This design comes from an exercise in tuning for a short achievable clock period on the open sky130 flow, not from production work.
Only simulation tests tie the RTL to the original design; equivalence was not proved.
Power figures rest on the tool's default switching activity, not on a simulated workload.

==> try-nickel <==
==> flow/design.v <==
module fstc (
    input  wire        clk,
    input  wire        rst,
    input  wire        start,
    input  wire        tick,
    input  wire        rsp_valid,
    input  wire [1:0]  rsp_kind,
    input  wire [7:0]  rsp_b0,
    input  wire [7:0]  rsp_b1,
    output wire        rd_req,
    output wire [1:0]  rd_len,
    output wire        busy,
    output wire        valid,
    output wire        failed,
    output wire [2:0]  err,
    output wire [15:0] sr0,
    output wire [15:0] sr1,
    output wire [15:0] sr2,
    output wire [15:0] sr3,
    output wire [15:0] sr4,
    output wire [15:0] sr5,
    output wire [15:0] sr6,
    output wire [15:0] sr7,
    output wire [15:0] sr8,
    output wire [15:0] sr9,
    output wire [15:0] sr10,
    output wire [15:0] sr11,
    output wire [15:0] sr12,
    output wire [15:0] sr13,
    output wire [15:0] sr14,
    output wire [15:0] sr15
);
    localparam [2:0] PH_IDLE    = 3'd0;
    localparam [2:0] PH_SEARCH  = 3'd1;
    localparam [2:0] PH_LENGTH  = 3'd2;
    localparam [2:0] PH_PAYLOAD = 3'd3;
    localparam [2:0] PH_DONE    = 3'd4;
    localparam [2:0] PH_FAIL    = 3'd5;
    localparam [2:0] ERR_NONE     = 3'd0;
    localparam [2:0] ERR_RECEIVE  = 3'd1;
    localparam [2:0] ERR_TIMEOUT  = 3'd2;
    localparam [2:0] ERR_UNEXPECT = 3'd3;
    localparam [2:0] ERR_CHECKSUM = 3'd4;
    reg [2:0]   phase_q;
    reg [4:0]   idx_q;
    reg         req_q;
    reg [15:0]  elapsed_q;
    reg [12:0]  cks_q;           
    reg [15:0]  cks_exp_q;
    reg [2:0]   err_q;
    reg [191:0] buf_q;           
    reg [191:0] fld_q;           
    reg         busy_q;          
    reg         valid_q;         
    reg         failed_q;        
    reg         srch_q;          
    reg         len_q;           
    reg         pay_q;           
    reg         p26_q;           
    reg         gt_q;            
    reg         eq_q;            
    wire       k0     = (rsp_kind == 2'd0);
    wire       k3     = (rsp_kind == 2'd3);
    wire       kdat   = (rsp_kind == 2'd1) || (rsp_kind == 2'd2);
    wire [7:0] p0     = rsp_b0;
    wire [7:0] p1     = (rsp_kind == 2'd2) ? rsp_b1 : 8'h00;
    wire       acc    = rsp_valid && req_q;
    wire       len_ok = (rsp_kind == 2'd2) && (rsp_b0 == 8'h00) && (rsp_b1 == 8'h1C);
    wire       sof    = (p0 == 8'h42) && (p1 == 8'h4D);
    wire       ck_ok  = ({p0, p1} == {3'b000, cks_q});
    wire        inc       = tick && busy_q && !(&elapsed_q);
    wire [15:0] elapsed_t = elapsed_q + {15'd0, inc};
    wire        e4999     = (elapsed_q == 16'd4999);
    wire        to_t      = gt_q || (eq_q && inc);           
    wire        eq_t      = inc ? e4999 : eq_q;              
    wire [12:0] cks_sum = cks_q + {5'd0, p0} + {5'd0, p1};
    wire stay = !(k3 || (!k0 && ((len_q && !len_ok) || p26_q)));
    wire busy_a = busy_q && !(acc && !stay);
    wire start_acc = start && !busy_a;
    assign rd_req = !rst && (
           (!busy_q && start)
        || (busy_q && !req_q && !to_t)
        || (busy_q && req_q && rsp_valid && (stay ? !to_t : start)));
    reg [2:0]  phase_n;
    reg [4:0]  idx_n;
    reg        req_n;
    reg [15:0] elapsed_n;
    reg [12:0] cks_n;
    reg [15:0] cks_exp_n;
    reg [2:0]  err_n;
    reg        gt_n, eq_n;
    reg        wr;
    always @* begin
        phase_n   = phase_q;
        idx_n     = idx_q;
        req_n     = req_q;
        elapsed_n = elapsed_t;
        cks_n     = cks_q;
        cks_exp_n = cks_exp_q;
        err_n     = err_q;
        gt_n      = to_t;
        eq_n      = eq_t;
        wr        = 1'b0;
        if (acc) begin
            req_n = 1'b0;
            if (k3) begin
                phase_n = PH_FAIL;
                err_n   = ERR_RECEIVE;
            end else if (kdat) begin
                if (srch_q) begin
                    if (sof) begin
                        cks_n   = 13'h008F;
                        phase_n = PH_LENGTH;
                    end
                end
                if (len_q) begin
                    cks_n = cks_sum;
                    if (len_ok) begin
                        phase_n = PH_PAYLOAD;
                    end else begin
                        phase_n = PH_FAIL;
                        err_n   = ERR_UNEXPECT;
                    end
                end
                if (pay_q) begin
                    wr    = 1'b1;
                    idx_n = idx_q + 5'd2;
                    if (p26_q) begin
                        cks_exp_n = {p0, p1};
                        if (ck_ok) begin
                            phase_n = PH_DONE;
                        end else begin
                            phase_n = PH_FAIL;
                            err_n   = ERR_CHECKSUM;
                        end
                    end else begin
                        cks_n = cks_sum;
                    end
                end
            end
        end
        if (start_acc) begin
            phase_n   = PH_SEARCH;
            idx_n     = 5'd0;
            req_n     = 1'b0;
            elapsed_n = 16'd0;
            cks_n     = 13'd0;
            cks_exp_n = 16'd0;
            err_n     = ERR_NONE;
            gt_n      = 1'b0;
            eq_n      = 1'b0;
            wr        = 1'b0;
        end
        if (start_acc || busy_a) begin
            if (!req_n) begin
                if (!start_acc && to_t) begin
                    phase_n = PH_FAIL;
                    err_n   = ERR_TIMEOUT;
                end else begin
                    req_n = 1'b1;
                end
            end
        end
    end
    wire valid_n = (phase_n == PH_DONE);
    always @(posedge clk) begin
        if (rst) begin
            phase_q   <= PH_IDLE;
            idx_q     <= 5'd0;
            req_q     <= 1'b0;
            elapsed_q <= 16'd0;
            cks_q     <= 13'd0;
            cks_exp_q <= 16'd0;
            err_q     <= ERR_NONE;
            busy_q    <= 1'b0;
            valid_q   <= 1'b0;
            failed_q  <= 1'b0;
            srch_q    <= 1'b0;
            len_q     <= 1'b0;
            pay_q     <= 1'b0;
            p26_q     <= 1'b0;
            gt_q      <= 1'b0;
            eq_q      <= 1'b0;
            fld_q     <= 192'd0;
        end else begin
            phase_q   <= phase_n;
            idx_q     <= idx_n;
            req_q     <= req_n;
            elapsed_q <= elapsed_n;
            cks_q     <= cks_n;
            cks_exp_q <= cks_exp_n;
            err_q     <= err_n;
            busy_q    <= (phase_n == PH_SEARCH) || (phase_n == PH_LENGTH) ||
                         (phase_n == PH_PAYLOAD);
            valid_q   <= valid_n;
            failed_q  <= (phase_n == PH_FAIL);
            srch_q    <= (phase_n == PH_SEARCH);
            len_q     <= (phase_n == PH_LENGTH);
            pay_q     <= (phase_n == PH_PAYLOAD);
            p26_q     <= (phase_n == PH_PAYLOAD) && (idx_n == 5'd26);
            gt_q      <= gt_n;
            eq_q      <= eq_n;
            fld_q     <= valid_n ? buf_q : 192'd0;
        end
    end
    integer i;
    always @(posedge clk) begin
        for (i = 0; i < 12; i = i + 1) begin
            if (wr && idx_q == 2 * i) begin
                buf_q[16*i +: 8]     <= p0;
                buf_q[16*i + 8 +: 8] <= p1;
            end
        end
    end
    assign rd_len = 2'd2;
    assign busy   = busy_q;
    assign valid  = valid_q;
    assign failed = failed_q;
    assign err    = err_q;
    assign sr0 = {3'b000, idx_q, valid_q, err_q, req_q, phase_q};
    assign sr1 = {3'b000, cks_q};
    assign sr2 = cks_exp_q;
    assign sr3 = elapsed_q;
    genvar k;
    generate
        for (k = 0; k < 12; k = k + 1) begin : g_field
            wire [15:0] f = {fld_q[16*k +: 8], fld_q[16*k + 8 +: 8]};
        end
    endgenerate
    assign sr4  = g_field[0].f;
    assign sr5  = g_field[1].f;
    assign sr6  = g_field[2].f;
    assign sr7  = g_field[3].f;
    assign sr8  = g_field[4].f;
    assign sr9  = g_field[5].f;
    assign sr10 = g_field[6].f;
    assign sr11 = g_field[7].f;
    assign sr12 = g_field[8].f;
    assign sr13 = g_field[9].f;
    assign sr14 = g_field[10].f;
    assign sr15 = g_field[11].f;
endmodule
==> flow/run.sh <==
#!/bin/bash
# synth_recipe.tcl (not shown) runs the flow's synth.tcl, then flattens the netlist and writes it again
# the make line also repeats each setting of config.mk as NAME=value (left out here)
make -C /OpenROAD-flow-scripts/flow DESIGN_CONFIG=/design/flow/config.mk WORK_HOME=/design/flow/orfs CLKGATE_MAP_FILE= SYNTH_SCRIPT=/design/flow/synth_recipe.tcl finish
==> flow/config.mk <==
export PLATFORM = sky130hd
export DESIGN_NAME = fstc
export DESIGN_NICKNAME = fstc
export VERILOG_FILES = /design/flow/design.v
export SDC_FILE = /design/flow/constraint.sdc
export NUM_CORES = 4
export LEC_CHECK = 0
export ABC_CLOCK_PERIOD_IN_PS = 2000
export CAP_MARGIN = 20
export CORE_MARGIN = 2
export CORE_UTILIZATION = 40
export PLACE_DENSITY = 0.6
export SETUP_SLACK_MARGIN = 4
export SLEW_MARGIN = 20
==> flow/constraint.sdc <==
create_clock -name core_clock -period 6.5 [get_ports {clk}]
set_input_delay 1.3000 -clock core_clock [delete_from_list [all_inputs] [get_ports {clk}]]
set_output_delay 1.3000 -clock core_clock [all_outputs]
set_load 0.01 [all_outputs]
==> try-garnet: changes against try-nickel <==
--- a/flow/design.v
+++ b/flow/design.v
@@ -57,6 +57,11 @@
     reg         len_q;           
     reg         pay_q;           
     reg         p26_q;           
+    reg         idle_q;          
+    reg         poll_q;          
+    reg         wait_s_q;        
+    reg         wait_l_q;        
+    reg         wait_p26_q;      
     reg         gt_q;            
     reg         eq_q;            
     wire       k0     = (rsp_kind == 2'd0);
@@ -77,10 +82,13 @@
     wire stay = !(k3 || (!k0 && ((len_q && !len_ok) || p26_q)));
     wire busy_a = busy_q && !(acc && !stay);
     wire start_acc = start && !busy_a;
-    assign rd_req = !rst && (
-           (!busy_q && start)
-        || (busy_q && !req_q && !to_t)
-        || (busy_q && req_q && rsp_valid && (stay ? !to_t : start)));
+    fstc_rdreq u_rdreq (
+        .rst(rst), .start(start), .tick(tick), .rsp_valid(rsp_valid),
+        .rsp_kind(rsp_kind), .rsp_b0(rsp_b0), .rsp_b1(rsp_b1),
+        .idle(idle_q), .poll(poll_q), .wait_s(wait_s_q),
+        .wait_l(wait_l_q), .wait_p26(wait_p26_q), .gt(gt_q), .eq(eq_q),
+        .rd_req(rd_req)
+    );
     reg [2:0]  phase_n;
     reg [4:0]  idx_n;
     reg        req_n;
@@ -162,7 +170,12 @@
             end
         end
     end
-    wire valid_n = (phase_n == PH_DONE);
+    wire valid_n;
+    fstc_vnext u_vnext (
+        .rst(rst), .start(start), .rsp_valid(rsp_valid), .rsp_kind(rsp_kind),
+        .rsp_b0(rsp_b0), .rsp_b1(rsp_b1), .valid(valid_q), .wait_p26(wait_p26_q),
+        .cks(cks_q), .valid_n(valid_n)
+    );
     always @(posedge clk) begin
         if (rst) begin
             phase_q   <= PH_IDLE;
@@ -179,9 +192,13 @@
             len_q     <= 1'b0;
             pay_q     <= 1'b0;
             p26_q     <= 1'b0;
+            idle_q    <= 1'b1;
+            poll_q    <= 1'b0;
+            wait_s_q  <= 1'b0;
+            wait_l_q  <= 1'b0;
+            wait_p26_q <= 1'b0;
             gt_q      <= 1'b0;
             eq_q      <= 1'b0;
-            fld_q     <= 192'd0;
         end else begin
             phase_q   <= phase_n;
             idx_q     <= idx_n;
@@ -192,17 +209,26 @@
             err_q     <= err_n;
             busy_q    <= (phase_n == PH_SEARCH) || (phase_n == PH_LENGTH) ||
                          (phase_n == PH_PAYLOAD);
-            valid_q   <= valid_n;
+            valid_q   <= (phase_n == PH_DONE);
             failed_q  <= (phase_n == PH_FAIL);
             srch_q    <= (phase_n == PH_SEARCH);
             len_q     <= (phase_n == PH_LENGTH);
             pay_q     <= (phase_n == PH_PAYLOAD);
             p26_q     <= (phase_n == PH_PAYLOAD) && (idx_n == 5'd26);
+            idle_q    <= !((phase_n == PH_SEARCH) || (phase_n == PH_LENGTH) ||
+                           (phase_n == PH_PAYLOAD));
+            poll_q    <= !req_n && ((phase_n == PH_SEARCH) ||
+                         (phase_n == PH_LENGTH) || (phase_n == PH_PAYLOAD));
+            wait_s_q  <= req_n && ((phase_n == PH_SEARCH) ||
+                         ((phase_n == PH_PAYLOAD) && (idx_n != 5'd26)));
+            wait_l_q  <= req_n && (phase_n == PH_LENGTH);
+            wait_p26_q <= req_n && (phase_n == PH_PAYLOAD) && (idx_n == 5'd26);
             gt_q      <= gt_n;
             eq_q      <= eq_n;
-            fld_q     <= valid_n ? buf_q : 192'd0;
         end
     end
+    always @(posedge clk)
+        fld_q <= valid_n ? buf_q : 192'd0;
     integer i;
     always @(posedge clk) begin
         for (i = 0; i < 12; i = i + 1) begin
@@ -240,3 +266,50 @@
     assign sr14 = g_field[10].f;
     assign sr15 = g_field[11].f;
 endmodule
+module fstc_rdreq (
+    input  wire       rst,
+    input  wire       start,
+    input  wire       tick,
+    input  wire       rsp_valid,
+    input  wire [1:0] rsp_kind,
+    input  wire [7:0] rsp_b0,
+    input  wire [7:0] rsp_b1,
+    input  wire       idle,        
+    input  wire       poll,        
+    input  wire       wait_s,      
+    input  wire       wait_l,      
+    input  wire       wait_p26,    
+    input  wire       gt,          
+    input  wire       eq,          
+    output wire       rd_req
+);
+    wire k0     = (rsp_kind == 2'd0);
+    wire k3     = (rsp_kind == 2'd3);
+    wire len_ok = (rsp_kind == 2'd2) && (rsp_b0 == 8'h00) && (rsp_b1 == 8'h1C);
+    wire nto    = !(gt || (eq && tick));      
+    assign rd_req = !rst && (
+           (idle && start)
+        || (poll && nto)
+        || (rsp_valid && (
+               (wait_s   && (k3 ? start : nto))
+            || (wait_l   && ((k0 || len_ok) ? nto : start))
+            || (wait_p26 && (k0 ? nto : start)))));
+endmodule
+module fstc_vnext (
+    input  wire        rst,
+    input  wire        start,
+    input  wire        rsp_valid,
+    input  wire [1:0]  rsp_kind,
+    input  wire [7:0]  rsp_b0,
+    input  wire [7:0]  rsp_b1,
+    input  wire        valid,       
+    input  wire        wait_p26,    
+    input  wire [12:0] cks,
+    output wire        valid_n
+);
+    wire [7:0] p1 = (rsp_kind == 2'd2) ? rsp_b1 : 8'h00;
+    wire kdat     = (rsp_kind == 2'd1) || (rsp_kind == 2'd2);
+    wire ck_ok    = ({rsp_b0, p1} == {3'b000, cks});
+    assign valid_n = !rst && !start &&
+                     (valid || (wait_p26 && rsp_valid && kdat && ck_ok));
+endmodule
Settings changed: ABC_CLOCK_PERIOD_IN_PS 2000 to unset, SYNTH_HIERARCHICAL set to 1, SYNTH_MINIMUM_KEEP_SIZE set to 0, TNS_END_PERCENT set to 5.
==> comparison table <==
                                                                 try-garnet            try-nickel
Outcome                                            timing/DRC/antenna clean  timing/DRC/antenna clean
Minimum setup slack in the final design                             2360 ps               2460 ps
Arrival time at the worst endpoint                                  2840 ps               2740 ps
Summed area of non-filler cells in the final layout             0.0212 mm^2           0.0215 mm^2
Combinational cell fraction of total power                             3.5%                  4.4%
Vias per inst                                                          4.96                  4.78
Sequential-to-total area share from yosys stat                        71.1%                 73.7%
Share of total power in the clock network                             45.4%                 45.0%
Post-route clock skew                                               15.1 ps               14.1 ps
Full die area                                                   0.0404 mm^2           0.0386 mm^2
Starting density of the core                                          40.3%                 40.5%
Multiplexer share of the synthesized area                           0.0646%                0.337%
Global placement routability congestion                               0.901                 0.820
Endpoint of the worst register-to-register path      cks_q[12]$_SDFFE_PP0P_   buf_q[10]$_DFFE_PP_
Multi-input gate share of total cell area                             20.7%                 20.2%
Terminating pin of the worst hold path                  fld_q[3]$_SDFF_PN0_  fld_q[97]$_SDFF_PP0_
Hold Crit Start                                          buf_q[3]$_DFFE_PP_   buf_q[97]$_DFFE_PP_
Floorplan Core Area                                             0.0385 mm^2           0.0366 mm^2
GR Util met3                                                          5.37%                 4.43%

## re-timing with driven ports
The results above use ideal ports. As a check the final layouts listed here were re-extracted and re-timed, cells and wires unchanged.
Step 1: set_driving_cell puts a clkbuf_16 on clk and a buf_2 on each other input, an assumption about the parent block.
Step 2 adds t to the input delays and takes it off the output delays; t is the mean of the earliest and latest rising clock arrival at the registers after step 1. Input paths then give back, and output paths get back, about the clock's delay inside the block.
Slacks: no drivers / after step 1 / after step 2; pairs: no drivers / after step 1.
| run | t, ns | setup slack, ns | slew at the worst register clock pin (ns) |
|---|---|---|---|
| try-nickel | 0.604 | 2.458 / 2.406 / 2.049 | 0.06 / 0.06 |
| try-garnet | 0.619 | 2.364 / 2.271 / 2.026 | 0.06 / 0.06 |
After both steps every run listed still meets setup and hold. For try-nickel, which loses most, drivers alone change the setup slack by -0.052 ns; drivers and shift together by -0.409 ns.
